Background: an optimization exercise with open tools, aiming at small area, a short achievable clock period and few clock cycles. Do not read the settings as production practice.
In this exercise RTL edits were held to simulation tests only and were not proved equivalent to the original.
No activity file was given, so power comes from the tool's default toggle rates.

<file path="flow/design.v">
module simproc_core (
    input  wire        clk,
    input  wire        rst,           
    input  wire        has_words,     
    output wire        mem_en,
    output wire        mem_we,
    output wire [14:0] mem_addr,
    output wire [15:0] mem_wdata,
    input  wire [15:0] mem_rdata,
    output reg         halted,
    output reg         faulted,
    output reg  [2:0]  fault_cause,
    output wire [15:0] fault_value,
    output reg  [15:0] pc,
    output reg  [11:0] cycle_count,
    output wire        warn_valid,
    output wire [1:0]  warn_kind,
    output wire [15:0] warn_value,
    input  wire [2:0]  dbg_sel,
    output wire [15:0] dbg_data
);
    localparam [11:0] CYCLE_LIMIT = 12'd3000;
    localparam [2:0] F_PC    = 3'd1;
    localparam [2:0] F_LOAD  = 3'd2;
    localparam [2:0] F_STORE = 3'd3;
    localparam [2:0] F_LIMIT = 3'd5;
    localparam [2:0] S_FETCH = 3'd0;    
    localparam [2:0] S_EXEC  = 3'd1;    
    localparam [2:0] S_LOAD  = 3'd2;    
    localparam [2:0] S_MUL   = 3'd3;
    localparam [2:0] S_DIV   = 3'd4;
    reg [2:0]  state;
    reg [15:0] regs [0:7];
    reg [15:0] opx, opy, opb;    
    reg [2:0]  wrd;
    reg        mlt;              
    reg [2:0]  dcnt;
    wire running = !halted && !faulted;
    wire ex      = running && state == S_EXEC;
    wire [15:0] w     = mem_rdata;
    wire        fmt_i = w[15];
    wire [5:0]  opr   = w[14:9];
    wire [1:0]  opi   = w[14:13];
    wire [15:0] imm16 = {6'd0, w[9:0]};
    wire is_add   = !fmt_i && opr == 6'd0;
    wire is_sub   = !fmt_i && opr == 6'd1;
    wire is_mul   = !fmt_i && opr == 6'd2;
    wire is_div   = !fmt_i && opr == 6'd3;
    wire is_ceq   = !fmt_i && opr == 6'd4;
    wire is_cne   = !fmt_i && opr == 6'd5;
    wire is_load  = !fmt_i && opr == 6'd15;
    wire is_store = !fmt_i && opr == 6'd16;
    wire is_sys   = !fmt_i && opr == 6'd63;
    wire is_jmp   =  fmt_i && opi == 2'd0;
    wire is_jcond =  fmt_i && opi == 2'd1;
    wire is_badi  =  fmt_i && opi == 2'd2;
    wire is_mov   =  fmt_i && opi == 2'd3;
    wire is_badr  = !fmt_i && !(is_add || is_sub || is_mul || is_div || is_ceq ||
                                is_cne || is_load || is_store || is_sys);
    wire [15:0] a = regs[w[5:3]];
    wire [2:0]  b_sel = running ? w[2:0] : dbg_sel;
    wire [15:0] b = regs[b_sel];
    assign dbg_data = b;
    wire [7:0] nz;
    genvar gi;
    generate
        for (gi = 0; gi < 8; gi = gi + 1) begin : g_nz
            assign nz[gi] = |regs[gi];
        end
    endgenerate
    wire taken  = is_jmp || (is_jcond && nz[w[12:10]]);
    wire ldst   = is_load || is_store;
    wire halt_i = is_sys && !nz[0];
    assign mem_en    = running;
    assign mem_we    = ex && is_store && !a[15];
    wire   near_ldst = !fmt_i && !opr[5] && (opr[4] || opr[3]);
    wire   sel_a     = ex && near_ldst;
    wire   sel_imm   = ex && fmt_i && !opi[1];
    assign mem_addr  = ({15{sel_a}} & a[14:0]) | ({15{sel_imm}} & {5'd0, w[9:0]}) |
                       ({15{!sel_a && !sel_imm}} & pc[14:0]);
    assign mem_wdata = b;
    assign warn_valid = ex && (is_badr || is_badi || (is_sys && nz[0]));
    assign warn_kind  = is_sys ? 2'd3 : fmt_i ? 2'd2 : 2'd1;
    assign warn_value = is_sys ? regs[0] : fmt_i ? 16'd2 : {10'd0, opr};
    assign fault_value = (fault_cause == F_LIMIT) ? {4'd0, CYCLE_LIMIT} :
                         (fault_cause == F_PC)    ? pc : opx;
    wire        subm   = w[9];                   
    wire [16:0] addsub = {1'b0, a} + {1'b0, subm ? ~b : b} + {16'd0, subm};
    wire        a_lt_b = a < b;
    wire        a_lt_2b = {1'b0, a} < {b, 1'b0};
    wire        eq     = a == b;
    wire        b_zero = !(|b);
    wire [15:0] ex_res = fmt_i  ? imm16 :
                         opr[2] ? {15'd0, eq ^ opr[0]} :
                         opr[1] ? {15'd0, opr[0] && div_one} : addsub[15:0];
    wire ex_wr  = is_add || is_sub || is_ceq || is_cne || is_mov || is_div;
    wire [2:0] ex_wa = fmt_i ? w[12:10] : w[8:6];
    wire div_quick = b_zero || a_lt_2b;
    wire div_one   = !b_zero && !a_lt_b;
    wire [15:0] mcand = mlt ? opb : opx;
    wire [15:0] mplr  = mlt ? opx : opb;
    wire [15:0] pp0 = mplr[0] ? mcand : 16'd0;
    wire [15:0] pp1 = mplr[1] ? {mcand[14:0], 1'b0} : 16'd0;
    wire [15:0] pp2 = mplr[2] ? {mcand[13:0], 2'd0} : 16'd0;
    wire [15:0] pp3 = mplr[3] ? {mcand[12:0], 3'd0} : 16'd0;
    wire [15:0] prod = opy + pp0 + pp1 + pp2 + pp3;
    wire        mul_last = !(|mplr[15:4]);
    wire [17:0] r4 = {opy, opx[15:14]};
    wire [18:0] t1 = {1'b0, r4} - {3'd0, opb};
    wire [18:0] t2 = {1'b0, r4} - {2'd0, opb, 1'b0};
    wire [18:0] t3 = {1'b0, r4} - {3'd0, opb} - {2'd0, opb, 1'b0};
    reg  [15:0] r2;
    reg  [1:0]  qd;
    always @(*) begin
        if (!t3[18])      begin r2 = t3[15:0]; qd = 2'd3; end
        else if (!t2[18]) begin r2 = t2[15:0]; qd = 2'd2; end
        else if (!t1[18]) begin r2 = t1[15:0]; qd = 2'd1; end
        else              begin r2 = r4[15:0]; qd = 2'd0; end
    end
    wire [15:0] q2 = {opx[13:0], qd};
    wire [15:0] pc_next = taken ? imm16 : pc;
    wire [15:0] pc_inc  = pc + 16'd1;
    wire [15:0] pc_cont = taken ? {5'd0, {1'b0, w[9:0]} + 11'd1} : pc_inc;
    wire        at_limit = cycle_count == CYCLE_LIMIT;
    wire fin_ld  = state == S_LOAD;
    wire fin_mul = state == S_MUL && mul_last;
    wire fin_div = state == S_DIV && dcnt == 3'd0;
    wire        rf_we = running && ((state == S_EXEC && ex_wr) || fin_ld || fin_mul || fin_div);
    wire [2:0]  rf_wa = (state == S_EXEC) ? ex_wa : wrd;
    wire [15:0] rf_wd = (state == S_EXEC) ? ex_res :
                        (state == S_LOAD) ? mem_rdata :
                        (state == S_MUL)  ? prod : q2;
    wire [15:0] rf_d  = rf_wd & {16{!rst}};
    genvar gr;
    generate
        for (gr = 0; gr < 8; gr = gr + 1) begin : g_rf
            always @(posedge clk)
                if (rst || (rf_we && rf_wa == gr))
                    regs[gr] <= rf_d;
        end
    endgenerate
    always @(posedge clk)
        opy <= (state == S_MUL) ? prod : (state == S_DIV) ? r2 : 16'd0;
    always @(posedge clk) begin
        if (rst) begin
            state       <= S_FETCH;
            pc          <= 16'd1;
            cycle_count <= 12'd0;
            halted      <= !has_words;
            faulted     <= 1'b0;
            fault_cause <= 3'd0;
        end else if (running) begin
            case (state)
                S_FETCH: begin
                    if (pc[15]) begin
                        faulted     <= 1'b1;
                        fault_cause <= F_PC;
                    end else begin
                        pc    <= pc + 16'd1;
                        state <= S_EXEC;
                    end
                end
                S_EXEC: begin
                    opx <= a;
                    opb <= b;
                    mlt <= a_lt_b;
                    wrd <= w[8:6];
                    dcnt <= 3'd7;
                    if (is_load && !a[15]) begin
                        state <= S_LOAD;
                    end else if (is_mul) begin
                        state <= S_MUL;
                    end else if (is_div && !div_quick) begin
                        state <= S_DIV;
                    end else begin
                        cycle_count <= cycle_count + 12'd1;
                        if (ldst && a[15]) begin
                            faulted     <= 1'b1;
                            fault_cause <= is_load ? F_LOAD : F_STORE;
                        end else if (halt_i) begin
                            halted <= 1'b1;
                        end else if (at_limit) begin
                            faulted     <= 1'b1;
                            fault_cause <= F_LIMIT;
                            pc          <= pc_next;
                        end else if (near_ldst || (is_jcond && !taken)) begin
                            state <= S_FETCH;
                        end else if (!taken && pc[15]) begin
                            faulted     <= 1'b1;
                            fault_cause <= F_PC;
                            pc          <= pc_next;
                        end else begin
                            pc <= pc_cont;
                        end
                    end
                end
                default: begin    
                    if (state == S_DIV) begin
                        opx  <= q2;
                        dcnt <= dcnt - 3'd1;
                    end
                    if (state == S_MUL) begin
                        opx <= {mcand[11:0], 4'd0};
                        opb <= {4'd0, mplr[15:4]};
                        mlt <= 1'b0;
                    end
                    if (fin_ld || fin_mul || fin_div) begin
                        cycle_count <= cycle_count + 12'd1;
                        if (at_limit) begin
                            faulted     <= 1'b1;
                            fault_cause <= F_LIMIT;
                        end else if (pc[15]) begin
                            faulted     <= 1'b1;
                            fault_cause <= F_PC;
                        end else begin
                            pc    <= pc + 16'd1;
                            state <= S_EXEC;
                        end
                    end
                end
            endcase
        end
    end
endmodule
</file>
<file path="flow/run.sh">
#!/bin/bash
# synth_recipe.tcl (not shown) runs the flow's synth.tcl, then flattens the netlist and writes it again
# the make line also repeats each setting of config.mk as NAME=value (left out here)
make -C /OpenROAD-flow-scripts/flow DESIGN_CONFIG=/design/flow/config.mk WORK_HOME=/design/flow/orfs CLKGATE_MAP_FILE= SYNTH_SCRIPT=/design/flow/synth_recipe.tcl finish
</file>
<file path="flow/config.mk">
export PLATFORM = sky130hd
export DESIGN_NAME = simproc_core
export DESIGN_NICKNAME = simproc_core
export VERILOG_FILES = /design/flow/design.v
export SDC_FILE = /design/flow/constraint.sdc
export NUM_CORES = 4
export LEC_CHECK = 0
export CAP_MARGIN = 20
export CORE_MARGIN = 2
export CORE_UTILIZATION = 40
export PLACE_DENSITY = 0.6
export SETUP_SLACK_MARGIN = 4
export SLEW_MARGIN = 20
</file>
<file path="flow/constraint.sdc">
create_clock -name core_clock -period 10.0 [get_ports {clk}]
set_input_delay 2.0000 -clock core_clock [delete_from_list [all_inputs] [get_ports {clk}]]
set_output_delay 2.0000 -clock core_clock [all_outputs]
set_load 0.01 [all_outputs]
</file>
==> results.yml, run 1 <==
synth:
  yosysTopAreaCell: "edfxtp_1"
  synth-async-reset-ratio_pct: 0
  ys_seq_area_share_pct: 30.6
  synth.area.top_cells: "edfxtp_1 (25%), ha_1 (7.2%), dfxtp_1 (5.1%), nand2_1 (4.7%), fa_1 (4.4%)"
  synth_seq_cells: 219
  synthDominantCellAreaShare_pct: 25.4
  syn_avg_cell_area_um2: 8.54
  ys.flop_type: "edfxtp_1"
  syn_inst: 2321
  synth_nets: 2501
  synth_cell_type_count: 108
  yosysWarnings: 2
  synth_enable_flop_cells: 168
  syn-cell-area_um2: 19800
timing:
  min_period_over_period_pct: 60.8
  rsz0062_at_grt: "yes"
  setup_violations: 0
  finalMaxSlewViolations: 0
  final.setup.tns_ns: 0
  max_freq_mhz: 165
  layout_min_cycle_time_ns: 6.08
  worstMarginPinSlew_ns: 0.991
  layout_setup_ws_ns: 3.92
  finalHoldViolCount: 0
  fin_skew_ns: 0.0206
  slew_headroom_pct: 33.9
critical_path:
  r2r-start: "mlt"
  worstSetupEndpointType: "primary output"
  cp_data_arrival_time_ns: 4.08
  critPathRequiredTime_ns: 8.00
  cp-endpoint: "mem_wdata[3]"
  startpoint_type: "input port"
  cp_cell_sequence: "buf_12 -> or3b_4 -> and2_4 -> buf_12 -> mux2_4 -> a222oi_1 -> a21oi_4 -> buf_6 -> buf_6"
  rrSetupSlack_ns: 4.12
  cp_slowest_cell: "a222oi_1"
  slowest_delay_ns: 0.54
  reg2reg_to: "regs[3][14]"
  critPathMaxFanout: 7
  crit_type: "input port to primary output"
  path_buf_inv: 4
  reg2regPathDepth: 21
  critPathTopFamily: "compound AO/OA/AOI/OAI gates"
  startpoint: "mem_rdata[1]"
  path_depth: 9
clock_network:
  clock_path_buffers: 3
  htree_levels: 1
  numCtsBuffers: 26
  clk_latency_ns: 0.58
  holdBufCountCts: 0
  clock_sinks: 219
  root_buffer: "clkbuf_16"
  path_clk_slew_ns: 0.06
  cts_tree: "yes"
grt:
  gr-total-overflow: 0
  grt_pass1_vias: 19700
  antenna_found_initial: 6
  grt_max_degree: 55
  grt_first_pass_wirelength_mm: 130
  gr-usage-all-layers_pct: 34.3
  globalRouteMet1Util_pct: 42.2
  grt.busiest_layer: "met2"
  met3_usage_pct: 7.09
  use_met2_pct: 54.5
routing:
  first_iter_violations: 2376
  dr.pass1.iters: 7
  num_vias: 20300
  drc_errors: 0
  wl_per_cell_um: 28.2
  totalWireLength_mm: 90.5
  viasPerCell: 6.32
  ant_nets: 0
job:
  maxCapViolCount: 0
floorplan:
  chipWidth_um: 227
  die_y_um: 227
  initial_core_util_pct: 40.5
  ios: 139
  die_area_um2: 51400
  core_um2: 49000
  num_rows: 81
cells_and_area:
  nets: 2701
  final_area_um2: 25000
  syn_to_final_growth_pct: 26.3
  nFillCells: 4604
  finish.cell_count_without_fillers: 3207
  drive_above_1_share_pct: 19.3
placed_design:
  gp_congestion: 0.992
  placed_area_um2: 21800
  dp_hpwl_mm: 66.0
  portBuffers: 138
  dp_slack_ns: 1.67
  place_inst: 3021
power_and_ir_drop:
  p_total_uw: 3770
  peakVddDrop_v: 0.000116
  p_leak_uw: 0.0101
  powerDensity_nw_per_um2: 150
outcome:
  outcome: "complete, no violations"
worst_hold_path:
  hold_path_class: "flip-flop to flip-flop"
## cell usage after synthesis (all sizes together) (6+ instances only)
master,number
a2111oi,7
a211o,8
a211oi,28
a21boi,6
a21o,29
a21oi,137
a221o,7
a221oi,38
a22o,16
a22oi,24
a31oi,12
and2,16
and3,32
buf,42
clkbuf,103
dfxtp,51
edfxtp,168
fa,44
ha,114
inv,178
mux2,24
mux2i,87
nand2,249
nand2b,26
nand3,44
nand4,25
nor2,194
nor2b,30
nor3,55
nor4,43
o211ai,13
o21a,29
o21ai,157
o21bai,6
o22a,10
o22ai,26
o31ai,14
o32ai,9
o41ai,9
or2,15
or3,17
or4,8
or4b,6
xnor2,64
xor2,25
## cells by family after synthesis
family          synth area share [%]
xor+xnor                        3.93
compound gates                  21.9
simple gates                    19.1
mux                             6.13
flops                           30.6
fa+ha+maj                       11.6
buf+inv                         6.72
## report_power, final
part	total [uW]	switching, uW	internal, uW
registers	1160	95.8	1060
logic	1580	954	628
clock network	1030	432	596
total	3770	1480	2280
## worst min-delay path by stage
stage / from / endpoint / depth (start not counted)
2_1_floorplan: fault_cause[0] / fault_cause[0] / 2
3_3_place_gp: fault_cause[0] / fault_cause[0] / 2
3_5_place_dp: cycle_count[11] / cycle_count[11] / 2
4_1_cts: cycle_count[11] / cycle_count[11] / 2
5_1_grt: cycle_count[11] / cycle_count[11] / 2
6_report: cycle_count[11] / cycle_count[11] / 2
## registers in the layout, summed over array words and instances (netlist names)
register and count:
cycle_count 12, dcnt 3, fault_cause 3, faulted 1
halted 1, mlt 1, opb 16, opx 16
opy 16, pc 16, regs 128, state 3
wrd 3
## layout by cell type (no fill, tap or decap), types with 60 or more instances in the layout
cell	netlist	final
nor2_1	193	170
buf_4	18	144
edfxtp_1	168	168
nand2_1	247	239
xnor2_1	64	63
clkdlybuf4s50_1	0	60
a21oi_1	136	119
o21ai_0	147	131
ha_1	114	114
inv_1	175	166
mux2i_1	87	86
## worst register-to-register path: cells and delay by family (launching register included)
family          cells  cell delay (ns)
simple gates        2             0.18
fa+ha+maj           4             1.91
mux                 1             0.32
xor+xnor            1             0.27
buf+inv             4             0.38
flops               1             0.41
compound gates      9             2.10
## stage by stage
| step | utilization [%] | hold WS [ns] |
|---|---|---|
| 2_1_floorplan | - | 0.499 |
| 3_3_place_gp | 44.5 | 0.494 |
| 3_5_place_dp | 44.5 | 0.508 |
| 4_1_cts | 49.4 | 0.518 |
| 5_1_grt | 51.2 | 0.553 |
| 6_report | 51.2 | 0.516 |
## repair_timing
| item | in CTS | in global routing |
|---|---|---|
| setup buffers | 78 | 50 |
| resized for setup | 327 | 121 |
| endpoints found under the setup margin | 232 | 187 |
| cloned | 5 | 3 |
| pin swaps | 49 | 39 |
## layer usage
| metal | up-vias | wire [um] |
|---|---|---|
| li1 | 8906 | - |
| met4 | 4 | 6930 |
| met5 | - | 28 |
| met3 | 317 | 8930 |
| met1 | 9862 | 34000 |
| met2 | 1188 | 40600 |
## cell type report
type	count	area [um^2]	share of cell area, %
Multi-Input combinational cell	1781	13600	54.2
Sequential cell	219	6070	24.2
Timing Repair Buffer	314	2970	11.9
Tap cell	664	831	3.32
Inverter	179	693	2.77
Clock buffer	28	679	2.71
Clock inverter	20	218	0.869
Antenna cell	2	5.00	0.0200
Testbench counts, summed over its fixed seeds: cycles 245,060.
==> inputs of run 2 (changes only) <==
--- a/flow/design.v
+++ b/flow/design.v
@@ -86,5 +86,5 @@
                          (fault_cause == F_PC)    ? pc : opx;
-    wire        subm   = w[9];                   
+    wire        subm   = w[9] | w[10];
     wire [16:0] addsub = {1'b0, a} + {1'b0, subm ? ~b : b} + {16'd0, subm};
-    wire        a_lt_b = a < b;
+    wire        a_lt_b = !addsub[16];
     wire        a_lt_2b = {1'b0, a} < {b, 1'b0};
--- a/flow/config.mk
+++ b/flow/config.mk
@@ -10,2 +10,5 @@
 export CORE_UTILIZATION = 40
+export CTS_BUF_LIST = sky130_fd_sc_hd__clkbuf_16
+export CTS_CLUSTER_DIAMETER = 100
+export CTS_CLUSTER_SIZE = 25
 export PLACE_DENSITY = 0.6
==> run 2 against run 1 <==
- sequential cell count unchanged
- maximum frequency fell by 0.67%
- sequential power about the same
- clock power fell by 34%
- die area is 1.6% lower
- non-clock buffer count rose by 22
- final area decreased by 2.4%
- clock-buffer cell count decreased by 13
- critical endpoint is now mem_addr[10]
==> results.yml, run 2 <==
timing:
  fin_skew_ns: 0.0435
  finalMaxSlewViolations: 0
  worstMarginPinSlew_ns: 1.01
  final.setup.tns_ns: 0
  min_period_over_period_pct: 61.2
  setup_violations: 0
  slew_headroom_pct: 32.2
  rsz0062_at_grt: "yes"
  finalHoldViolCount: 0
  max_freq_mhz: 163
  layout_min_cycle_time_ns: 6.12
synth:
  synth_cell_type_count: 100
  yosysTopAreaCell: "edfxtp_1"
  yosysWarnings: 2
  ys_seq_area_share_pct: 31.1
  synth_seq_cells: 219
  synth_nets: 2477
  syn_inst: 2312
  syn_avg_cell_area_um2: 8.44
  synth_most_common_cell: "nand2_1"
  synthDominantCellAreaShare_pct: 25.9
  synth.area.top_cells: "edfxtp_1 (26%), ha_1 (6.3%), dfxtp_1 (5.2%), nand2_1 (4.7%), fa_1 (4.5%)"
  synth_enable_flop_cells: 168
  synth-async-reset-ratio_pct: 0
  yosys-top-cells-count: "nand2_1 (244), nor2_1 (199), inv_1 (175)"
  syn-cell-area_um2: 19500
  ys.flop_type: "edfxtp_1"
cells_and_area:
  drive_above_1_share_pct: 18.6
  multi_input_area_um2: 13200
  finish.cell_count_without_fillers: 3153
  final_area_um2: 24400
  layout_commonest_cell: "nand2_1"
  layout_common_cells: "nand2_1 (237), nor2_1 (182), inv_1 (168), edfxtp_1 (168), buf_4 (160)"
  nFillCells: 4569
  n_antenna_cell: 0
  final-seq-area_um2: 6070
  regMostFlops: "regs"
  syn_to_final_growth_pct: 25.3
  largest_reg_flops: 128
  nets: 2695
  fin_util_pct: 51.0
grt:
  gr-usage-all-layers_pct: 34.8
  grt_max_degree: 57
  grt_pass1_vias: 19000
  antenna_found_initial: 6
  grt_first_pass_wirelength_mm: 130
  gr-total-overflow: 0
routing:
  dr.pass1.iters: 6
  wl_per_cell_um: 28.6
  num_vias: 20000
  viasPerCell: 6.36
  first_iter_violations: 2271
  ant_nets: 0
  totalWireLength_mm: 90.3
  drc_errors: 0
power_and_ir_drop:
  p_total_uw: 3630
  clkPwrFrac_pct: 18.7
  comb_power_share_pct: 48.5
  peakVddDrop_v: 0.000179
  intPower_uw: 2100
  p_seq_share_pct: 32.8
  p_sw_uw: 1530
  p_sw_share_pct: 42.3
  p_leak_uw: 0.00996
  powerDensity_nw_per_um2: 149
floorplan:
  initial_core_util_pct: 40.7
  num_rows: 80
  chipWidth_um: 225
  ios: 139
  die_y_um: 225
  core_um2: 47900
  die_area_um2: 50600
critical_path:
  rrSetupSlack_ns: 4.04
  startpoint_type: "input port"
  crit_type: "input port to primary output"
  cp-endpoint: "mem_addr[10]"
  cp_data_arrival_time_ns: 4.12
  reg2regPathDepth: 20
  critPathRequiredTime_ns: 8.00
  startpoint: "mem_rdata[3]"
  r2r-start: "halted"
  reg2reg_to: "regs[7][0]"
  critPathMaxFanout: 16
  worstSetupEndpointType: "primary output"
placed_design:
  place_inst: 2982
  gp_congestion: 0.983
  placed_area_um2: 21600
  dp_hpwl_mm: 65.8
  portBuffers: 138
clock_network:
  clock_sinks: 219
  root_buffer: "clkbuf_16"
  clk_latency_ns: 0.55
  path_clk_slew_ns: 0.10
  cts_tree: "yes"
  htree_levels: 1
  numCtsBuffers: 15
  clock_path_buffers: 3
job:
  maxCapViolCount: 0
worst_hold_path:
  hold_path_class: "flip-flop to flip-flop"
outcome:
  outcome: "complete, no violations"
## run 2: cell count changes after synthesis, sizes merged, moves of 12 or more
| cell | before | now |
|---|---|---|
| a21oi | 137 | 160 |
| and2 | 16 | 28 |
| and3 | 32 | 20 |
| ha | 114 | 99 |
| mux2 | 24 | 37 |
| mux2i | 87 | 47 |
| o21ai | 157 | 174 |
| xnor2 | 64 | 86 |
## run 2: worst max-delay path, cell delays in order
cell	delay, ns
buf_12	0.15
buf_12	0.20
mux4_2	0.52
mux2i_2	0.18
nand2_1	0.12
a21oi_4	0.15
buf_12	0.14
o21ai_1	0.12
clkdlybuf4s50_1	0.50
## run 2: worst min path at each step
stage / startpoint / end / slack [ns] / cells after the start
finish: fault_cause[0] / fault_cause[0] / 0.48 / 2
global route: fault_cause[0] / fault_cause[0] / 0.51 / 2
CTS: fault_cause[0] / fault_cause[0] / 0.48 / 2
detailed placement: fault_cause[0] / fault_cause[0] / 0.46 / 2
global placement: fault_cause[0] / fault_cause[0] / 0.47 / 2
floorplan: fault_cause[0] / fault_cause[0] / 0.48 / 2
## run 2: per-layer routing
layer | vias up | GRT usage, % | share of wire [%] | routed length [um]
li1 | 8883 | - | - | -
met5 | - | 0 | 0.043 | 39
met2 | 1102 | 56.2 | 46 | 41500
met3 | 280 | 5.75 | 8.1 | 7330
met1 | 9774 | 44.5 | 39 | 35400
met4 | 6 | 19.0 | 6.6 | 5980
## run 2: timing repair
| action | in CTS | in global routing |
|---|---|---|
| setup buffers | 93 | 45 |
| hold buffers | 0 | 0 |
| gates cloned | 8 | 0 |
| gates resized for setup | 330 | 103 |
| hold endpoints to repair | 0 | 0 |
| endpoints found under the setup margin | 213 | 122 |
| pin swaps | 39 | 37 |
## run 2: stage by stage
stage	hold slack [ns]	setup WS (ns)
3_3_place_gp	0.466	2.11
6_report	0.481	3.88
5_1_grt	0.514	3.82
3_5_place_dp	0.463	1.97
4_1_cts	0.477	3.85
2_1_floorplan	0.478	3.97
## run 2: cells by family after synthesis
family / after synthesis / share of synthesized area (%)
compound gates: 668 / 22.7
buf+inv: 317 / 6.54
xor+xnor: 110 / 4.94
fa+ha+maj: 143 / 10.9
simple gates: 766 / 18.7
mux: 89 / 5.18
flops: 219 / 31.1
## run 2: power groups by stage
stage,Clock [uW],Combinational (uW),Sequential (uW)
finish,677,1760,1190
global route,712,1880,1190
CTS,685,1630,1180
detailed placement,0,1470,1200
global placement,0,1460,1200
floorplan,0,974,1140
## run 2: final cells by class
| cell class | count | share of cell area, % |
|---|---|---|
| Tap cell | 615 | 3.15 |
| Clock inverter | 10 | 0.430 |
| Timing Repair Buffer | 336 | 13.2 |
| Clock buffer | 15 | 1.54 |
| Inverter | 179 | 2.80 |
| Multi-Input combinational cell | 1779 | 54.1 |
| Sequential cell | 219 | 24.8 |
Testbench counts of run 2, summed over its fixed seeds: cycles 245,060.
==> inputs of run 3 (changes only) <==
==> flow/flow/run.sh (new file) <==
#!/bin/bash
# The standard layout, with every port buffered by a sky130_fd_sc_hd__buf_1
# (the standard flow lets the resizer pick the port buffer, and it picks a
# delay cell); timing repair then resizes the port buffers that need it.
set -euo pipefail
export BUFFER_PORTS_ARGS="-buffer_cell sky130_fd_sc_hd__buf_1"
bash standard.sh > standard.log 2>&1
==> flow/standard.sh (new file) <==
#!/bin/bash
# synth_recipe.tcl (not shown) runs the flow's synth.tcl, then flattens the netlist and writes it again
# the make line also repeats each setting of config.mk as NAME=value (left out here)
make -C /OpenROAD-flow-scripts/flow DESIGN_CONFIG=/design/flow/config.mk WORK_HOME=/design/flow/orfs CLKGATE_MAP_FILE= SYNTH_SCRIPT=/design/flow/synth_recipe.tcl "${@:-finish}"
--- a/flow/config.mk
+++ b/flow/config.mk
@@ -10,7 +10,4 @@
 export CORE_UTILIZATION = 40
-export CTS_BUF_LIST = sky130_fd_sc_hd__clkbuf_16
-export CTS_CLUSTER_DIAMETER = 100
-export CTS_CLUSTER_SIZE = 25
 export PLACE_DENSITY = 0.6
-export SETUP_SLACK_MARGIN = 4
+export SETUP_SLACK_MARGIN = 3.8
 export SLEW_MARGIN = 20
removed: flow/run.sh
==> run 3 against run 2 <==
- die area stayed put
- register-to-register slack about the same
- worst setup slack worse by 0.012 ns
- sequential share of layout area is 2.5 points higher
- largest power group unchanged
- critical path type unchanged
- power grew 1.4%
- critical path depth grew 1
- synthesized cell count unchanged
- final cell count shrank 3.2%
==> results.yml, run 3 <==
power_and_ir_drop:
  peakVddDrop_v: 0.000137
  powerDensity_nw_per_um2: 166
  p_total_uw: 3680
  p_leak_uw: 0.00865
critical_path:
  critPathRequiredTime_ns: 8.00
  critPathTopFamily: "buffers and inverters"
  critPathMaxFanout: 31
  path_buf_inv: 5
  rrSetupSlack_ns: 4.04
  startpoint_type: "input port"
  worstSetupEndpointType: "primary output"
  cp_slowest_cell: "o21ai_0"
  cp_cell_sequence: "clkbuf_8 -> buf_8 -> nor2b_4 -> buf_4 -> a22o_1 -> a221oi_1 -> nor2_2 -> inv_1 -> o21ai_0 -> buf_1"
  cp_data_arrival_time_ns: 4.13
  crit_type: "input port to primary output"
  slowest_delay_ns: 0.32
synth:
  synthDominantCellAreaShare_pct: 25.9
  yosysTopAreaCell: "edfxtp_1"
  syn_avg_cell_area_um2: 8.44
  ys.flop_type: "edfxtp_1"
  synth-async-reset-ratio_pct: 0
  synth_seq_cells: 219
  syn_inst: 2312
  synth_most_common_cell: "nand2_1"
  synth_nets: 2477
  synth_cell_type_count: 100
  syn-cell-area_um2: 19500
  yosysWarnings: 2
  yosys-top-cells-count: "nand2_1 (244), nor2_1 (199), inv_1 (175)"
  synth.area.top_cells: "edfxtp_1 (26%), ha_1 (6.3%), dfxtp_1 (5.2%), nand2_1 (4.7%), fa_1 (4.5%)"
  synth_enable_flop_cells: 168
  ys_seq_area_share_pct: 31.1
routing:
  ant_nets: 0
  totalWireLength_mm: 85.4
  viasPerCell: 6.35
  wl_per_cell_um: 28.0
  num_vias: 19400
  drc_errors: 0
  first_iter_violations: 2081
  dr.pass1.iters: 5
placed_design:
  dp_hpwl_mm: 64.2
  gp_congestion: 1.00
  placed_area_um2: 20600
  portBuffers: 138
clock_network:
  numCtsBuffers: 28
  cts_tree: "yes"
  holdBufCountCts: 0
  htree_levels: 1
  root_buffer: "clkbuf_16"
  clock_sinks: 219
  clk_latency_ns: 0.60
  clock_path_buffers: 3
  path_clk_slew_ns: 0.06
timing:
  finalMaxSlewViolations: 0
  layout_min_cycle_time_ns: 6.13
  hold_ws_ns: 0.484
  rsz0062_at_grt: "yes"
  slew_headroom_pct: 28.7
  setup_violations: 0
  final.setup.tns_ns: 0
  min_period_over_period_pct: 61.3
  worstMarginPinSlew_ns: 1.07
  finalHoldViolCount: 0
  fin_skew_ns: 0.0304
  max_freq_mhz: 163
grt:
  grt_pass1_vias: 18700
  gr-usage-all-layers_pct: 32.9
  gr-total-overflow: 0
  antenna_found_initial: 0
  grt_first_pass_wirelength_mm: 124
  grt_max_degree: 57
floorplan:
  die_area_um2: 50600
  initial_core_util_pct: 40.7
  num_rows: 80
  ios: 139
  core_um2: 47900
  die_y_um: 225
  chipWidth_um: 225
cells_and_area:
  n_antenna_cell: 0
  layout_commonest_cell: "nand2_1"
  largest_reg_flops: 128
  syn_to_final_growth_pct: 13.9
  drive_above_1_share_pct: 11.2
  regMostFlops: "regs"
  nets: 2581
  layout_common_cells: "nand2_1 (240), nor2_1 (191), inv_1 (172)"
  fin_util_pct: 46.4
  final_area_um2: 22200
worst_hold_path:
  hold_path_class: "flip-flop to flip-flop"
outcome:
  outcome: "complete, no violations"
job:
  maxCapViolCount: 0
[run 3: cell counts after synthesis]
No cell type changed its count.
[run 3: cells by family after synthesis]
group | synth area share (%)
multiplexers | 5.18
AND/OR/NAND/NOR | 18.7
adder cells (fa/ha/maj) | 10.9
XOR/XNOR | 4.94
buffers and inverters | 6.54
flip-flops | 31.1
AO/OA/AOI/OAI | 22.7
[run 3: worst register-to-register path: cells and delay by family (launching register included)]
kind	cells	cell delay, ns
AND/OR/NAND/NOR	2	0.27
buffers and inverters	6	0.59
flip-flops	1	0.54
XOR/XNOR	1	0.14
adder cells (fa/ha/maj)	5	2.06
AO/OA/AOI/OAI	9	2.08
[run 3: metrics by stage]
step / worst slack (ns) / std cells
floorplan: 3.84 / 2312
global placement: 2.07 / 2976
detailed placement: 1.96 / 2977
CTS: 3.70 / 3039
global route: 3.69 / 3052
finish: 3.87 / 3052
[run 3: what timing repair did]
action	in CTS	in global routing
cloned	2	1
setup endpoints to repair	180	122
pin swaps	7	12
buffers inserted	9	12
gates resized for setup	75	52
[run 3: metal layers]
layer	wire length (um)	vias to the layer above	GRT usage [%]
met2	38800	1044	52.9
met3	6670	257	4.89
met4	5480	0	17.2
met1	34500	9454	43.0
met5	0	-	0
li1	-	8637	-
[run 3: cell type report]
cell class                      instances  area (um^2)
Clock buffer                           39          783
Clock inverter                         12          111
Fill cell                            4662        25700
Inverter                              179          684
Multi-Input combinational cell       1779        12700
Sequential cell                       219         6070
Tap cell                              615          769
Timing Repair Buffer                  209         1150
[run 3: path summary, 6_finish.rpt]
kind | end | start | depth (start not counted)
setup / recovery | mem_addr[4] | mem_rdata[4] | 10
hold / removal | fault_cause[0] | fault_cause[0] | 2
setup reg to reg | regs[4][11] | opb[1] | 23
hold reg to reg | fault_cause[0] | fault_cause[0] | 2
[run 3: power breakdown]
group / switching (uW) / leakage [uW] / internal [uW]
Sequential: 110 / 0.00209 / 1080
Clock: 430 / 0.000433 / 572
Combinational: 956 / 0.00613 / 536
==> inputs of run 4 (changes only) <==
--- a/flow/config.mk
+++ b/flow/config.mk
@@ -11,3 +11,3 @@
 export PLACE_DENSITY = 0.6
-export SETUP_SLACK_MARGIN = 3.8
+export SETUP_SLACK_MARGIN = 3.5
 export SLEW_MARGIN = 20
==> run 4 against run 3 <==
- area after synthesis stayed put
- final cell count down 0.29%
- wire length decreased by 0.69%
- die area is the same
- combinational power down 3%
- sequential cell count unchanged
- synthesized cell count is the same
- via count is 0.38% lower
- clock skew shrank 0.013 ns
- global-route usage shrank 0.27 points
- power shrank 1.2%
- first-iteration DRC count is 14% higher
- largest power group unchanged
==> results.yml, run 4 <==
outcome:
  outcome: "complete, no violations"
timing:
  layout_setup_ws_ns: 3.49
  finalHoldViolCount: 0
  setup_violations: 0
  fin_skew_ns: 0.0178
  final.setup.tns_ns: 0
  slew_headroom_pct: 25.0
  max_freq_mhz: 154
  finalMaxSlewViolations: 0
  rsz0062_at_grt: "no"
  min_period_over_period_pct: 65.1
  worstMarginPinSlew_ns: 1.12
  layout_min_cycle_time_ns: 6.51
power_and_ir_drop:
  p_total_uw: 3640
  peakVddDrop_v: 0.000130
  p_leak_uw: 0.00855
  powerDensity_nw_per_um2: 166
synth:
  ys.flop_type: "edfxtp_1"
  synth-async-reset-ratio_pct: 0
  synth_nets: 2477
  synth_cell_type_count: 100
  synth_seq_cells: 219
  syn_avg_cell_area_um2: 8.44
  synthDominantCellAreaShare_pct: 25.9
  syn-cell-area_um2: 19500
  ys_seq_area_share_pct: 31.1
  synth.area.top_cells: "edfxtp_1 (26%), ha_1 (6.3%), dfxtp_1 (5.2%), nand2_1 (4.7%), fa_1 (4.5%)"
  yosysTopAreaCell: "edfxtp_1"
  syn_inst: 2312
  synth_most_common_cell: "nand2_1"
  yosysWarnings: 2
  yosys-top-cells-count: "nand2_1 (244), nor2_1 (199), inv_1 (175)"
  synth_enable_flop_cells: 168
critical_path:
  critPathMaxFanout: 25
  slowest_delay_ns: 0.71
  critPathRequiredTime_ns: 8.00
  startpoint: "mem_rdata[4]"
  worstSetupEndpointType: "primary output"
  cp_data_arrival_time_ns: 4.51
  crit_type: "input port to primary output"
  cp_cell_sequence: "clkbuf_4 -> buf_4 -> nor2_1 -> a221oi_1 -> a21oi_1 -> o22ai_1 -> o21ai_0 -> buf_1"
  path_buf_inv: 3
  startpoint_type: "input port"
  cp_slowest_cell: "o22ai_1"
  critPathTopFamily: "compound AO/OA/AOI/OAI gates"
  r2r-start: "halted"
routing:
  ant_nets: 0
  wl_per_cell_um: 27.9
  num_vias: 19300
  drc_errors: 0
  totalWireLength_mm: 84.8
  dr.pass1.iters: 7
  first_iter_violations: 2362
  viasPerCell: 6.35
grt:
  grt_pass1_vias: 18500
  grt_max_degree: 57
  antenna_found_initial: 2
  gr-total-overflow: 0
  grt_first_pass_wirelength_mm: 122
  gr-usage-all-layers_pct: 32.7
cells_and_area:
  nets: 2575
  multi_input_area_um2: 12400
  fin_util_pct: 45.7
  final-seq-area_um2: 6070
  regMostFlops: "regs"
  n_antenna_cell: 0
  layout_common_cells: "nand2_1 (240), nor2_1 (194), inv_1 (174)"
  syn_to_final_growth_pct: 12.3
  layout_commonest_cell: "nand2_1"
  finish.cell_count_without_fillers: 3043
  nFillCells: 4723
  largest_reg_flops: 128
  drive_above_1_share_pct: 10.1
placed_design:
  gp_congestion: 1.00
  dp_hpwl_mm: 64.9
  dp_slack_ns: 2.11
  portBuffers: 138
  place_inst: 2987
floorplan:
  chipWidth_um: 225
  core_um2: 47900
  die_area_um2: 50600
  die_y_um: 225
  initial_core_util_pct: 40.7
  num_rows: 80
  ios: 139
job:
  maxCapViolCount: 0
clock_network:
  holdBufCountCts: 0
  cts_tree: "yes"
  clock_sinks: 219
  clk_latency_ns: 0.57
  path_clk_slew_ns: 0.06
  root_buffer: "clkbuf_16"
  htree_levels: 1
  numCtsBuffers: 27
  clock_path_buffers: 3
worst_hold_path:
  hold_path_class: "flip-flop to flip-flop"
  hp-start: "fault_cause[0]"
## run 4: cell counts after synthesis
Identical to the previous run, type by type.
## run 4: final cells by class
type                    instances  share of cell area (%)
multi-input cells            1776                    56.8
flip-flops and latches        219                    27.7
repair buffers                207                    4.91
well taps                     615                    3.51
clock buffers                  31                    3.24
inverters                     179                    3.10
clock inverters                16                   0.765
## run 4: worst min-delay path, stage by stage, from the launching register on
cell     delay, ns
dfxtp_1       0.32
inv_1         0.05
a21oi_1       0.05
## run 4: final timing paths
path | end | slack [ns] | depth (start not counted)
min reg2reg | fault_cause[0] | 0.46 | 2
min | fault_cause[0] | 0.46 | 2
max reg2reg | regs[1][0] | 3.83 | 19
max | mem_addr[12] | 3.49 | 8
## run 4: through the flow
| stage | hold WS (ns) | instance area [um^2] |
|---|---|---|
| after floorplan | 0.478 | 19500 |
| after global placement | 0.456 | 20700 |
| after detailed placement | 0.455 | 20700 |
| after CTS | 0.464 | 21700 |
| after global routing | 0.492 | 21900 |
| final | 0.463 | 21900 |
## run 4: power by group
part | leakage [uW] | total [uW] | internal [uW] | switching, uW
clock network | 0.000431 | 1000 | 584 | 419
logic | 0.00603 | 1450 | 510 | 940
registers | 0.00209 | 1190 | 1080 | 109
## run 4: repair_timing
action / in CTS / in global routing
setup endpoints to repair: 138 / 89
gates resized for setup: 28 / 38
buffers inserted: 4 / 5
pin swaps: 3 / 7
## run 4: layer usage
layer | vias up | wire length (um) | track usage [%]
met4 | 2 | 5050 | 16.7
li1 | 8614 | - | -
met1 | 9506 | 34000 | 42.3
met2 | 983 | 39100 | 53.5
met3 | 213 | 6610 | 4.30
met5 | - | 11 | 0
## run 4: kinds of logic (layout without fill, tap and decap cells)
family / after synthesis / after routing / synth area share (%)
fa+ha+maj: 143 / 143 / 10.9
simple gates: 766 / 766 / 18.7
xor+xnor: 110 / 110 / 4.94
mux: 89 / 89 / 5.18
compound gates: 668 / 668 / 22.7
buf+inv: 317 / 433 / 6.54
flops: 219 / 219 / 31.1
==> inputs of run 5 (changes only) <==
--- a/flow/config.mk
+++ b/flow/config.mk
@@ -11,3 +11,3 @@
 export PLACE_DENSITY = 0.6
-export SETUP_SLACK_MARGIN = 3.5
+export SETUP_SLACK_MARGIN = 3.2
 export SLEW_MARGIN = 20
==> run 5 against run 4 <==
- worst hold slack gained 0.010 ns
- sequential share of layout area up 0.15 points
- largest power group unchanged
- worst setup slack got worse by 0.26 ns
- area after synthesis is the same
- still clean on timing, DRC and antenna
- highest routed layer unchanged
- final cell count about the same
- non-clock buffer count up 1
- power up 0.46%
- sequential power barely moved
- synthesized cell count did not move
==> results.yml, run 5 <==
outcome:
  outcome: "complete, no violations"
routing:
  num_vias: 19300
  ant_nets: 0
  drc_errors: 0
  totalWireLength_mm: 85.6
  wl_per_cell_um: 28.1
  viasPerCell: 6.33
  dr.pass1.iters: 5
  first_iter_violations: 2198
cells_and_area:
  regMostFlops: "regs"
  syn_to_final_growth_pct: 11.7
  largest_reg_flops: 128
  finish.cell_count_without_fillers: 3046
  final_area_um2: 21800
  layout_common_cells: "nand2_1 (241), nor2_1 (196), inv_1 (175)"
  layout_commonest_cell: "nand2_1"
  nets: 2576
  n_antenna_cell: 0
  drive_above_1_share_pct: 9.09
placed_design:
  place_inst: 2988
  placed_area_um2: 20700
  dp_hpwl_mm: 65.1
  dp_slack_ns: 2.15
  gp_congestion: 0.980
  portBuffers: 138
synth:
  synthDominantCellAreaShare_pct: 25.9
  synth_enable_flop_cells: 168
  syn_inst: 2312
  yosysWarnings: 2
  synth-async-reset-ratio_pct: 0
  synth_nets: 2477
  synth_cell_type_count: 100
  synth.area.top_cells: "edfxtp_1 (26%), ha_1 (6.3%), dfxtp_1 (5.2%), nand2_1 (4.7%), fa_1 (4.5%)"
  syn_avg_cell_area_um2: 8.44
  syn-cell-area_um2: 19500
  ys.flop_type: "edfxtp_1"
  synth_most_common_cell: "nand2_1"
  synth_seq_cells: 219
  yosys-top-cells-count: "nand2_1 (244), nor2_1 (199), inv_1 (175)"
  ys_seq_area_share_pct: 31.1
  yosysTopAreaCell: "edfxtp_1"
timing:
  layout_setup_ws_ns: 3.23
  min_period_over_period_pct: 67.7
  max_freq_mhz: 148
  finalHoldViolCount: 0
  finalMaxSlewViolations: 0
  rsz0062_at_grt: "yes"
  setup_violations: 0
  worstMarginPinSlew_ns: 1.19
  hold_ws_ns: 0.473
  slew_headroom_pct: 20.9
  final.setup.tns_ns: 0
  layout_min_cycle_time_ns: 6.77
  fin_skew_ns: 0.0168
clock_network:
  htree_levels: 1
  clk_latency_ns: 0.58
  numCtsBuffers: 27
  path_clk_slew_ns: 0.06
  cts_tree: "yes"
  holdBufCountCts: 0
  clock_path_buffers: 3
  root_buffer: "clkbuf_16"
  clock_sinks: 219
grt:
  grt_max_degree: 57
  gr-usage-all-layers_pct: 33.4
  antenna_found_initial: 2
  grt_first_pass_wirelength_mm: 125
  gr-total-overflow: 0
  grt_pass1_vias: 18600
critical_path:
  r2r-start: "faulted"
  cp_data_arrival_time_ns: 4.77
  worstSetupEndpointType: "primary output"
  critPathMaxFanout: 29
  startpoint_type: "input port"
  cp_slowest_cell: "o32ai_1"
  crit_type: "input port to primary output"
  slowest_delay_ns: 0.77
  critPathRequiredTime_ns: 8.00
  cp_cell_sequence: "clkbuf_2 -> buf_4 -> mux2i_1 -> o31ai_1 -> o32ai_1 -> o21ai_0 -> buf_1"
  startpoint: "mem_rdata[4]"
floorplan:
  die_y_um: 225
  initial_core_util_pct: 40.7
  core_um2: 47900
  die_area_um2: 50600
  ios: 139
  chipWidth_um: 225
  num_rows: 80
power_and_ir_drop:
  peakVddDrop_v: 0.000175
  p_leak_uw: 0.00852
  powerDensity_nw_per_um2: 168
worst_hold_path:
  hp-start: "fault_cause[0]"
  hold_path_class: "flip-flop to flip-flop"
job:
  maxCapViolCount: 0
-- run 5: cell count changes in the layout (fill, tap and decap cells not counted), sizes merged --
cell | previous run | this run
clkinv | 13 | 14
buf | 201 | 204
clkbuf | 37 | 34
inv | 176 | 178
-- run 5: path summary, 6_finish.rpt --
kind | cells after the start | end | slack, ns
worst max-delay path | 7 | mem_addr[5] | 3.23
worst min register to register | 2 | fault_cause[0] | 0.47
worst min-delay path | 2 | fault_cause[0] | 0.47
worst max register to register | 19 | regs[0][0] | 3.46
-- run 5: cells by family after synthesis --
family | Yosys count | share of synthesized area, %
DFF | 219 | 31.1
buffers and inverters | 317 | 6.54
AOI/OAI and AO/OA | 668 | 22.7
xor gates and xnor gates | 110 | 4.94
muxes | 89 | 5.18
adders and majority gates | 143 | 10.9
and+or+nand+nor | 766 | 18.7
-- run 5: routing by layer --
| layer | share of wire, % | vias to the layer above | global-route usage [%] |
|---|---|---|---|
| met1 | 40 | 9456 | 43.1 |
| met4 | 5.7 | 4 | 16.1 |
| li1 | - | 8611 | - |
| met3 | 7.8 | 205 | 4.99 |
| met2 | 47 | 991 | 54.8 |
| met5 | 0.030 | - | 0 |
-- run 5: where the power goes --
group,switching (uW),internal [uW]
clock,445,578
combinational,941,499
sequential,115,1080
-- run 5: worst max-delay path: cells and delay by family --
kind	cells	cell delay (ns)
compound gates	3	1.24
buf+inv	3	1.19
mux	1	0.31
-- run 5: final cells by class --
type,count,area (um^2)
tap,615,769
fill,4758,26200
multi-input combinational,1776,12300
sequential,219,6070
inverter,179,672
clock buffer,30,687
timing repair buffer,208,1050
clock inverter,19,203
-- run 5: stage by stage --
stage	utilization (%)	total power, uW
6_report	45.5	3660
3_5_place_dp	43.2	2580
2_1_floorplan	-	2090
4_1_cts	45.2	3610
3_3_place_gp	43.2	2580
5_1_grt	45.5	3820
-- run 5: repair_timing --
item / 4_1_cts / 5_1_grt
buffers inserted: 4 / 4
gates resized for setup: 7 / 18
endpoints found under the hold margin: 0 / 0
pin swaps: 1 / 2
setup endpoints to repair: 26 / 45
==> inputs of run 6 (changes only) <==
--- a/flow/config.mk
+++ b/flow/config.mk
@@ -11,3 +11,3 @@
 export PLACE_DENSITY = 0.6
-export SETUP_SLACK_MARGIN = 3.2
+export SETUP_SLACK_MARGIN = 3.9
 export SLEW_MARGIN = 20
==> run 6 against run 5 <==
- still clean on timing, DRC and antenna
- via count up 2.9%
- final area is 5.4% higher
- sequential cell count unchanged
- power is 4.0% higher
- die area unchanged
- global-route usage grew 0.14 points
- worst setup slack improved by 0.67 ns
- clock skew grew 0.0013 ns
- final cell count grew 2.3%
- sequential share of layout area is 1.4 points lower
- largest power group unchanged
==> results.yml, run 6 <==
critical_path:
  crit_type: "input port to primary output"
  startpoint_type: "input port"
  cp_cell_sequence: "clkbuf_2 -> o21ai_2 -> and2_4 -> nand2_8 -> o21a_1 -> a221oi_4 -> inv_2 -> buf_1"
  critPathMaxFanout: 15
  cp_data_arrival_time_ns: 4.11
  slowest_delay_ns: 0.42
  cp_slowest_cell: "a221oi_4"
  worstSetupEndpointType: "primary output"
  critPathRequiredTime_ns: 8.00
  reg2regPathDepth: 19
timing:
  layout_setup_ws_ns: 3.89
  final.setup.tns_ns: 0
  finalHoldViolCount: 0
  max_freq_mhz: 164
  finalMaxSlewViolations: 0
  rsz0062_at_grt: "yes"
  fin_skew_ns: 0.0181
  min_period_over_period_pct: 61.1
  worstMarginPinSlew_ns: 1.07
  setup_violations: 0
  slew_headroom_pct: 28.5
  layout_min_cycle_time_ns: 6.11
  hold_ws_ns: 0.486
power_and_ir_drop:
  peakVddDrop_v: 0.000177
  clkPwrFrac_pct: 26.6
  p_sw_uw: 1530
  p_total_uw: 3800
  comb_power_share_pct: 42.1
  powerDensity_nw_per_um2: 166
  p_sw_share_pct: 40.3
  intPower_uw: 2270
  p_seq_share_pct: 31.3
  p_leak_uw: 0.00900
synth:
  syn_inst: 2312
  yosys-top-cells-count: "nand2_1 (244), nor2_1 (199), inv_1 (175)"
  synthDominantCellAreaShare_pct: 25.9
  synth.area.top_cells: "edfxtp_1 (26%), ha_1 (6.3%), dfxtp_1 (5.2%), nand2_1 (4.7%), fa_1 (4.5%)"
  ys_seq_area_share_pct: 31.1
  synth_enable_flop_cells: 168
  synth_nets: 2477
  synth_cell_type_count: 100
  syn-cell-area_um2: 19500
  yosysWarnings: 2
  syn_avg_cell_area_um2: 8.44
  synth_most_common_cell: "nand2_1"
  yosysTopAreaCell: "edfxtp_1"
  synth-async-reset-ratio_pct: 0
  synth_seq_cells: 219
  ys.flop_type: "edfxtp_1"
grt:
  gr-total-overflow: 0
  grt_first_pass_wirelength_mm: 126
  grt_max_degree: 57
  grt_pass1_vias: 18900
  antenna_found_initial: 2
  gr-usage-all-layers_pct: 33.5
floorplan:
  core_um2: 47900
  initial_core_util_pct: 40.7
  ios: 139
  die_y_um: 225
  chipWidth_um: 225
  die_area_um2: 50600
  num_rows: 80
routing:
  top_layer: "met4"
  wl_per_cell_um: 27.9
  ant_nets: 0
  wl_met2_mm: 40.0
  totalWireLength_mm: 87.0
  drt-met1-wl_mm: 34.3
  num_vias: 19800
  drc_errors: 0
  viasPerCell: 6.36
  dr.pass1.iters: 6
  route.met3.wl_mm: 7.11
  first_iter_violations: 2589
clock_network:
  root_buffer: "clkbuf_16"
  path_clk_slew_ns: 0.06
  clock_sinks: 219
  htree_levels: 1
  clk_latency_ns: 0.59
  clock_path_buffers: 3
  cts_tree: "yes"
  numCtsBuffers: 27
worst_hold_path:
  hold_path_class: "flip-flop to flip-flop"
  hold_path_depth: 2
cells_and_area:
  layout_common_cells: "nand2_1 (239), nor2_1 (191), inv_1 (170)"
  drive_above_1_share_pct: 14.3
  finish.cell_count_without_fillers: 3116
  syn_to_final_growth_pct: 17.8
  layout_commonest_cell: "nand2_1"
  largest_reg_flops: 128
  nFillCells: 4706
  nets: 2642
  regMostFlops: "regs"
job:
  maxCapViolCount: 0
placed_design:
  portBuffers: 138
  dp_hpwl_mm: 64.6
  dp_slack_ns: 2.27
  place_inst: 2984
  gp_congestion: 0.979
outcome:
  outcome: "complete, no violations"
-- run 6: changes by cell type in the layout (fill, tap and decap cells not counted), sizes merged --
| cell | delta |
|---|---|
| clkinvlp | +3 |
| clkinv | -5 |
| diode | +3 |
| nor2 | +1 |
| and2 | +4 |
| clkbuf | +8 |
| inv | -3 |
| buf | +59 |
-- run 6: worst paths after layout --
check	startpoint	endpoint	slack, ns
hold / removal	fault_cause[0]	fault_cause[0]	0.49
hold reg to reg	fault_cause[0]	fault_cause[0]	0.49
setup reg to reg	faulted	regs[1][0]	3.99
setup / recovery	dbg_sel[0]	mem_wdata[9]	3.89
-- run 6: cells by family after synthesis --
kind of cell    Yosys count  share of synthesized area, %
flops                   219                          31.1
xor+xnor                110                          4.94
simple gates            766                          18.7
buf+inv                 317                          6.54
mux                      89                          5.18
fa+ha+maj               143                          10.9
compound gates          668                          22.7
-- run 6: layer usage --
| layer | vias up | global-route usage [%] |
|---|---|---|
| met5 | - | 0 |
| met4 | 0 | 18.8 |
| met3 | 248 | 4.86 |
| met2 | 1102 | 53.9 |
| met1 | 9697 | 43.3 |
| li1 | 8772 | - |
-- run 6: power groups by stage --
stage                     registers, uW  clock network [uW]  logic (uW)
final                              1190                1010        1600
after global routing               1190                1050        1710
after CTS                          1180                1020        1450
after detailed placement           1200                   0        1370
after global placement             1210                   0        1360
after floorplan                    1140                   0         963
-- run 6: through the flow --
| step | utilization, % | instance area [um^2] |
|---|---|---|
| final | 47.9 | 23000 |
| after global routing | 47.9 | 23000 |
| after CTS | 46.5 | 22300 |
| after detailed placement | 43.2 | 20700 |
| after global placement | 43.2 | 20700 |
| after floorplan | - | 19600 |
-- run 6: cell type report --
type	instances	area [um^2]	share of cell area (%)
clock inverter	14	174	0.757
inverter	179	689	3.00
timing repair buffer	269	1690	7.35
sequential	219	6070	26.4
clock buffer	36	719	3.13
multi-input combinational	1781	12900	56.0
antenna	3	7.51	0.0327
tap	615	769	3.35
-- run 6: critical path: cells and delay by family --
family,cells,cell delay [ns]
simple gates,2,0.58
buf+inv,3,0.53
compound gates,3,0.97
-- run 6: timing repair --
action                     in CTS  in global routing
buffers inserted               24                 50
pin swaps                      10                 34
cloned                          5                  0
hold buffers                    0                  0
resized for setup              93                 65
setup endpoints to repair     171                112
==> inputs of run 7 (changes only) <==
--- a/flow/config.mk
+++ b/flow/config.mk
@@ -11,3 +11,3 @@
 export PLACE_DENSITY = 0.6
-export SETUP_SLACK_MARGIN = 3.9
+export SETUP_SLACK_MARGIN = 3.7
 export SLEW_MARGIN = 20
==> run 7 against run 6 <==
- still clean
- clock skew shrank 0.0031 ns
- clock power is essentially flat
- final cell count shrank 1.9%
- final area shrank 3.3%
- global-route usage shrank 0.63 points
- register-to-register slack gained 0.06 ns
- maximum frequency shrank 3.3%
- area after synthesis is the same
- sequential cell count is the same
- first-iteration DRC count shrank 22%
- via count shrank 1.5%
- critical endpoint is now cycle_count[3]
- largest power group unchanged
==> results.yml, run 7 <==
clock_network:
  holdBufCountCts: 0
  numCtsBuffers: 27
  htree_levels: 1
  clock_path_buffers: 3
  clk_latency_ns: 0.57
  path_clk_slew_ns: 0.06
  clock_sinks: 219
  cts_tree: "yes"
  root_buffer: "clkbuf_16"
grt:
  grt_pass1_vias: 18500
  grt_first_pass_wirelength_mm: 123
  antenna_found_initial: 0
  grt_max_degree: 57
  gr-usage-all-layers_pct: 32.9
  gr-total-overflow: 0
placed_design:
  dp_hpwl_mm: 65.0
  place_inst: 2984
  portBuffers: 138
  gp_congestion: 1.01
critical_path:
  cp_cell_sequence: "buf_4 -> or3b_4 -> a22oi_2 -> buf_4 -> buf_4 -> a22oi_1 -> o221ai_1 -> o22a_1 -> inv_1 -> ha_1 -> a21o_1 -> a21oi_1 -> nor2b_1 -> o21ai_0 -> a21oi_1 -> or3_1 -> a21oi_1 -> or2_2 -> o21ai_2 -> a21boi_0 -> mux2_2"
  cp_data_arrival_time_ns: 6.76
  worstSetupEndpointType: "flip-flop"
  crit_type: "input port to flip-flop"
  slowest_delay_ns: 0.51
  cp_slowest_cell: "or3b_4"
  critPathRequiredTime_ns: 10.44
  startpoint_type: "input port"
  critPathMaxFanout: 14
synth:
  ys.flop_type: "edfxtp_1"
  yosys-top-cells-count: "nand2_1 (244), nor2_1 (199), inv_1 (175)"
  yosysWarnings: 2
  synthDominantCellAreaShare_pct: 25.9
  synth_seq_cells: 219
  yosysTopAreaCell: "edfxtp_1"
  ys_seq_area_share_pct: 31.1
  syn_inst: 2312
  syn-cell-area_um2: 19500
  synth-async-reset-ratio_pct: 0
  syn_avg_cell_area_um2: 8.44
  synth.area.top_cells: "edfxtp_1 (26%), ha_1 (6.3%), dfxtp_1 (5.2%), nand2_1 (4.7%), fa_1 (4.5%)"
  synth_enable_flop_cells: 168
  synth_nets: 2477
  synth_cell_type_count: 100
  synth_most_common_cell: "nand2_1"
timing:
  fin_skew_ns: 0.0150
  final.setup.tns_ns: 0
  slew_headroom_pct: 30.3
  min_period_over_period_pct: 63.1
  finalMaxSlewViolations: 0
  setup_violations: 0
  worstMarginPinSlew_ns: 1.03
  finalHoldViolCount: 0
  layout_min_cycle_time_ns: 6.31
  max_freq_mhz: 158
  rsz0062_at_grt: "no"
routing:
  dr.pass1.iters: 6
  totalWireLength_mm: 86.0
  first_iter_violations: 2023
  num_vias: 19500
  drc_errors: 0
  wl_per_cell_um: 28.1
  viasPerCell: 6.39
  ant_nets: 0
power_and_ir_drop:
  powerDensity_nw_per_um2: 167
  p_leak_uw: 0.00864
  peakVddDrop_v: 0.000141
floorplan:
  die_area_um2: 50600
  initial_core_util_pct: 40.7
  core_um2: 47900
  ios: 139
  num_rows: 80
  chipWidth_um: 225
  die_y_um: 225
outcome:
  outcome: "complete, no violations"
cells_and_area:
  drive_above_1_share_pct: 11.3
  layout_common_cells: "nand2_1 (241), nor2_1 (191), inv_1 (173)"
  nFillCells: 4741
  regMostFlops: "regs"
  syn_to_final_growth_pct: 13.8
  layout_commonest_cell: "nand2_1"
  finish.cell_count_without_fillers: 3057
  largest_reg_flops: 128
  nets: 2586
job:
  maxCapViolCount: 0
worst_hold_path:
  hold_path_class: "flip-flop to flip-flop"
==> run 7: area by class of cell <==
cell class,count,area (um^2),share of cell area (%)
clock buffers,31,691,3.11
inverters,179,683,3.08
multi-input cells,1777,12600,56.8
well taps,615,769,3.46
diodes,1,2.50,0.0113
repair buffers,217,1170,5.26
clock inverters,18,213,0.958
flip-flops and latches,219,6070,27.3
==> run 7: power breakdown <==
| group | internal [uW] | switching (uW) | total (uW) |
|---|---|---|---|
| Clock | 600 | 431 | 1030 |
| Sequential | 1080 | 113 | 1190 |
| Combinational | 526 | 954 | 1480 |
==> run 7: logic make-up (layout without fill, tap and decap cells) <==
group,count (synthesis),after routing,share of synthesized area [%]
and+or+nand+nor,766,767,18.7
AOI/OAI and AO/OA,668,668,22.7
buffers and inverters,317,445,6.54
DFF,219,219,31.1
adders and majority gates,143,143,10.9
xor gates and xnor gates,110,110,4.94
muxes,89,89,5.18
other,0,1,0
==> run 7: critical path: cells and delay by family <==
kind / cells / cell delay [ns]
fa+ha+maj: 1 / 0.21
compound gates: 11 / 2.29
simple gates: 4 / 1.18
mux: 1 / 0.38
buf+inv: 4 / 0.64
==> run 7: per-layer routing <==
layer  track usage [%]  wire length, um  vias to the layer above  share of wire (%)
met5                 0                0                        -                  0
met4              17.5             5220                        0                6.1
met3              5.34             7300                      234                8.5
met2              52.2            39200                     1081                 46
met1              43.0            34300                     9578                 40
li1                  -                -                     8634                  -
==> run 7: what timing repair did <==
item                                    4_1_cts  5_1_grt
buffers inserted                              6       15
pin swaps                                     6        8
cloned                                        0        1
resized for setup                            53       48
endpoints found under the setup margin      160      105
==> run 7: worst paths after layout <==
path         slack, ns              to  cells after the start            from
max reg2reg       4.05      regs[2][1]                     21          opb[1]
min               0.47  fault_cause[0]                      2  fault_cause[0]
min reg2reg       0.47  fault_cause[0]                      2  fault_cause[0]
max               3.69  cycle_count[3]                     21    mem_rdata[2]
==> run 7: metrics by stage <==
step	total power (uW)	hold slack (ns)	cell area (um^2)	worst slack [ns]	util, %
after floorplan	2100	0.478	19500	3.71	-
after global placement	2560	0.459	20700	2.19	43.1
after detailed placement	2560	0.456	20700	2.09	43.1
after CTS	3630	0.467	21800	3.63	45.5
after global routing	3850	0.523	22200	3.66	46.3
final	3700	0.475	22200	3.69	46.3
==> inputs of run 8 (changes only) <==
--- a/flow/config.mk
+++ b/flow/config.mk
@@ -11,3 +11,3 @@
 export PLACE_DENSITY = 0.6
-export SETUP_SLACK_MARGIN = 3.7
+export SETUP_SLACK_MARGIN = 4
 export SLEW_MARGIN = 20
==> run 8 against run 7 <==
- critical path type is now input port to primary output
- sequential power about the same
- combinational power up 12%
- non-clock buffer count up 61
- sequential share of layout area down 1.2 points
- synthesized cell count unchanged
- power up 4.3%
- maximum frequency up 3.5%
==> results.yml, run 8 <==
grt:
  use_met2_pct: 52.7
  gr-usage-all-layers_pct: 33.2
  grt_pass1_vias: 19000
  globalRouteMet1Util_pct: 42.4
  grt_max_degree: 57
  antenna_found_initial: 2
  grt.busiest_layer: "met2"
  met3_usage_pct: 5.53
  gr-total-overflow: 0
  grt_first_pass_wirelength_mm: 125
cells_and_area:
  final_area_um2: 23200
  drive_above_1_share_pct: 15.5
  largest_reg_flops: 128
  layout_commonest_cell: "nand2_1"
  layout_common_cells: "nand2_1 (239), nor2_1 (189), inv_1 (169)"
  fin_util_pct: 48.4
  syn_to_final_growth_pct: 18.9
  n_antenna_cell: 0
  regMostFlops: "regs"
  nets: 2651
timing:
  setup_violations: 0
  rsz0062_at_grt: "yes"
  finalMaxSlewViolations: 0
  min_period_over_period_pct: 61.0
  slew_headroom_pct: 26.9
  fin_skew_ns: 0.0218
  layout_min_cycle_time_ns: 6.10
  finalHoldViolCount: 0
  final.setup.tns_ns: 0
  worstMarginPinSlew_ns: 1.10
  max_freq_mhz: 164
worst_hold_path:
  hold_path_class: "flip-flop to flip-flop"
  hold_path_depth: 2
floorplan:
  initial_core_util_pct: 40.7
  num_rows: 80
  ios: 139
  die_y_um: 225
  die_area_um2: 50600
  core_um2: 47900
  chipWidth_um: 225
clock_network:
  clock_sinks: 219
  htree_levels: 1
  clock_path_buffers: 3
  root_buffer: "clkbuf_16"
  cts_tree: "yes"
  holdBufCountCts: 0
  numCtsBuffers: 27
  clk_latency_ns: 0.60
  path_clk_slew_ns: 0.06
synth:
  yosysTopAreaCell: "edfxtp_1"
  synthDominantCellAreaShare_pct: 25.9
  ys_seq_area_share_pct: 31.1
  synth.area.top_cells: "edfxtp_1 (26%), ha_1 (6.3%), dfxtp_1 (5.2%), nand2_1 (4.7%), fa_1 (4.5%)"
  syn_inst: 2312
  synth_seq_cells: 219
  synth_nets: 2477
  ys.flop_type: "edfxtp_1"
  synth_enable_flop_cells: 168
  synth_most_common_cell: "nand2_1"
  synth-async-reset-ratio_pct: 0
  syn-cell-area_um2: 19500
  yosys-top-cells-count: "nand2_1 (244), nor2_1 (199), inv_1 (175)"
  yosysWarnings: 2
  syn_avg_cell_area_um2: 8.44
  synth_cell_type_count: 100
critical_path:
  startpoint_type: "input port"
  critPathTopFamily: "buffers and inverters"
  cp-endpoint: "dbg_data[4]"
  reg2reg_to: "regs[6][15]"
  cp_cell_sequence: "buf_6 -> buf_6 -> or3b_4 -> buf_6 -> a22oi_2 -> buf_4 -> buf_12 -> a221o_1 -> o22ai_2 -> a21oi_4 -> buf_4 -> buf_4"
  reg2regPathDepth: 23
  crit_type: "input port to primary output"
  r2r-start: "mlt"
  path_depth: 12
  startpoint: "mem_rdata[0]"
  critPathMaxFanout: 8
  path_buf_inv: 7
  slowest_delay_ns: 0.46
  worstSetupEndpointType: "primary output"
  rrSetupSlack_ns: 4.21
  cp_slowest_cell: "or3b_4"
  critPathRequiredTime_ns: 8.00
  cp_data_arrival_time_ns: 4.10
job:
  maxCapViolCount: 0
placed_design:
  dp_hpwl_mm: 63.8
  gp_congestion: 0.996
  portBuffers: 138
  placed_area_um2: 20700
power_and_ir_drop:
  p_seq_share_pct: 30.8
  intPower_uw: 2300
  p_leak_uw: 0.00913
  peakVddDrop_v: 0.000132
  p_sw_uw: 1560
  clkPwrFrac_pct: 26.3
  p_total_uw: 3860
  p_sw_share_pct: 40.4
  comb_power_share_pct: 42.9
  powerDensity_nw_per_um2: 166
routing:
  viasPerCell: 6.40
  dr.pass1.iters: 8
  totalWireLength_mm: 86.9
  drc_errors: 0
  wl_per_cell_um: 27.8
  first_iter_violations: 2427
  num_vias: 20000
  ant_nets: 0
outcome:
  outcome: "complete, no violations"
-- run 8: cell counts after synthesis --
Identical to the previous run, type by type.
-- run 8: how the worst min path moves through the flow --
stage | startpoint | end | slack (ns)
4_1_cts | fault_cause[0] | fault_cause[0] | 0.48
6_report | fault_cause[0] | fault_cause[0] | 0.50
3_3_place_gp | fault_cause[0] | fault_cause[0] | 0.47
2_1_floorplan | fault_cause[0] | fault_cause[0] | 0.48
5_1_grt | fault_cause[0] | fault_cause[0] | 0.50
3_5_place_dp | fault_cause[0] | fault_cause[0] | 0.47
-- run 8: cell families after synthesis --
family | count (synthesis) | share of synthesized area [%]
AOI/OAI and AO/OA | 668 | 22.7
xor gates and xnor gates | 110 | 4.94
adders and majority gates | 143 | 10.9
buffers and inverters | 317 | 6.54
DFF | 219 | 31.1
muxes | 89 | 5.18
and+or+nand+nor | 766 | 18.7
-- run 8: final cells by class --
type / count / area, um^2
multi-input combinational: 1781 / 13000
inverter: 179 / 688
clock inverter: 10 / 120
sequential: 219 / 6070
fill: 4658 / 24700
clock buffer: 40 / 774
timing repair buffer: 278 / 1820
tap: 615 / 769
-- run 8: routing by layer --
metal / share of wire (%) / routed length, um
met1: 39 / 34000
met2: 45 / 39100
met3: 8.5 / 7370
met4: 7.4 / 6470
met5: 0 / 0
-- run 8: timing repair --
action                                  4_1_cts  5_1_grt
setup buffers                                29       58
gates resized for setup                     100       96
pin swaps                                    17       46
hold endpoints to repair                      0        0
endpoints found under the setup margin      199      120
gates cloned                                  4        3
-- run 8: worst register-to-register path, cell delays in order (launching register included) --
cell	delay [ns]
edfxtp_1	0.42
buf_12	0.18
mux2_2	0.38
nand2_1	0.11
fa_1	0.51
inv_1	0.06
fa_1	0.52
inv_1	0.05
fa_1	0.46
inv_1	0.07
ha_1	0.16
inv_1	0.06
fa_1	0.39
inv_1	0.07
a21oi_1	0.05
o21bai_1	0.23
a21oi_1	0.12
o21bai_1	0.20
a21o_1	0.22
a31oi_1	0.13
a211o_1	0.28
xor2_1	0.30
a21oi_1	0.21
a21oi_4	0.38
-- run 8: stage by stage --
| stage | hold slack, ns | std cells | setup WS [ns] |
|---|---|---|---|
| floorplan | 0.478 | 2312 | 3.97 |
| CTS | 0.481 | 3061 | 3.97 |
| detailed placement | 0.472 | 2978 | 1.91 |
| finish | 0.495 | 3122 | 3.90 |
| global placement | 0.466 | 2977 | 1.85 |
| global route | 0.501 | 3122 | 3.82 |
-- run 8: power by group through the flow --
stage / registers (uW) / clock network [uW] / logic [uW]
after global routing: 1190 / 1060 / 1760
after CTS: 1180 / 1030 / 1470
after floorplan: 1140 / 0 / 974
final: 1190 / 1020 / 1660
after global placement: 1200 / 0 / 1360
after detailed placement: 1200 / 0 / 1370

afterwards: timing with drivers on the ports:
No port has a modelled driver above. Below, the same layouts with a new extraction and two added sets of constraints. Step 1 sets driving cells, clkbuf_16 on the clock port and buf_2 on the other inputs (assumed; they add their load-dependent delay and slew). Step 2 also shifts input and output timing later by t, the mid clock arrival at the registers, as if the neighbouring blocks saw the same clock. Three values: no drivers, after step 1, after step 2; two values: the first two.
run	shift t [ns]	setup slack, ns	pins driven straight from the clock port
run 1	0.629	3.924 / 3.789 / 3.303	1
run 2	0.581	3.883 / 3.817 / 3.372	1
run 3	0.645	3.871 / 3.838 / 3.255	1
run 4	0.625	3.488 / 3.458 / 2.962	1
run 5	0.637	3.227 / 3.200 / 2.692	1
run 6	0.636	3.895 / 3.865 / 3.336	1
run 7	0.617	3.685 / 3.689 / 3.090	1
run 8	0.645	3.897 / 3.856 / 3.336	1
After both steps setup and hold are still met in every run listed. For run 1, which loses most, drivers alone change the setup slack by -0.135 ns; drivers and shift together by -0.621 ns.
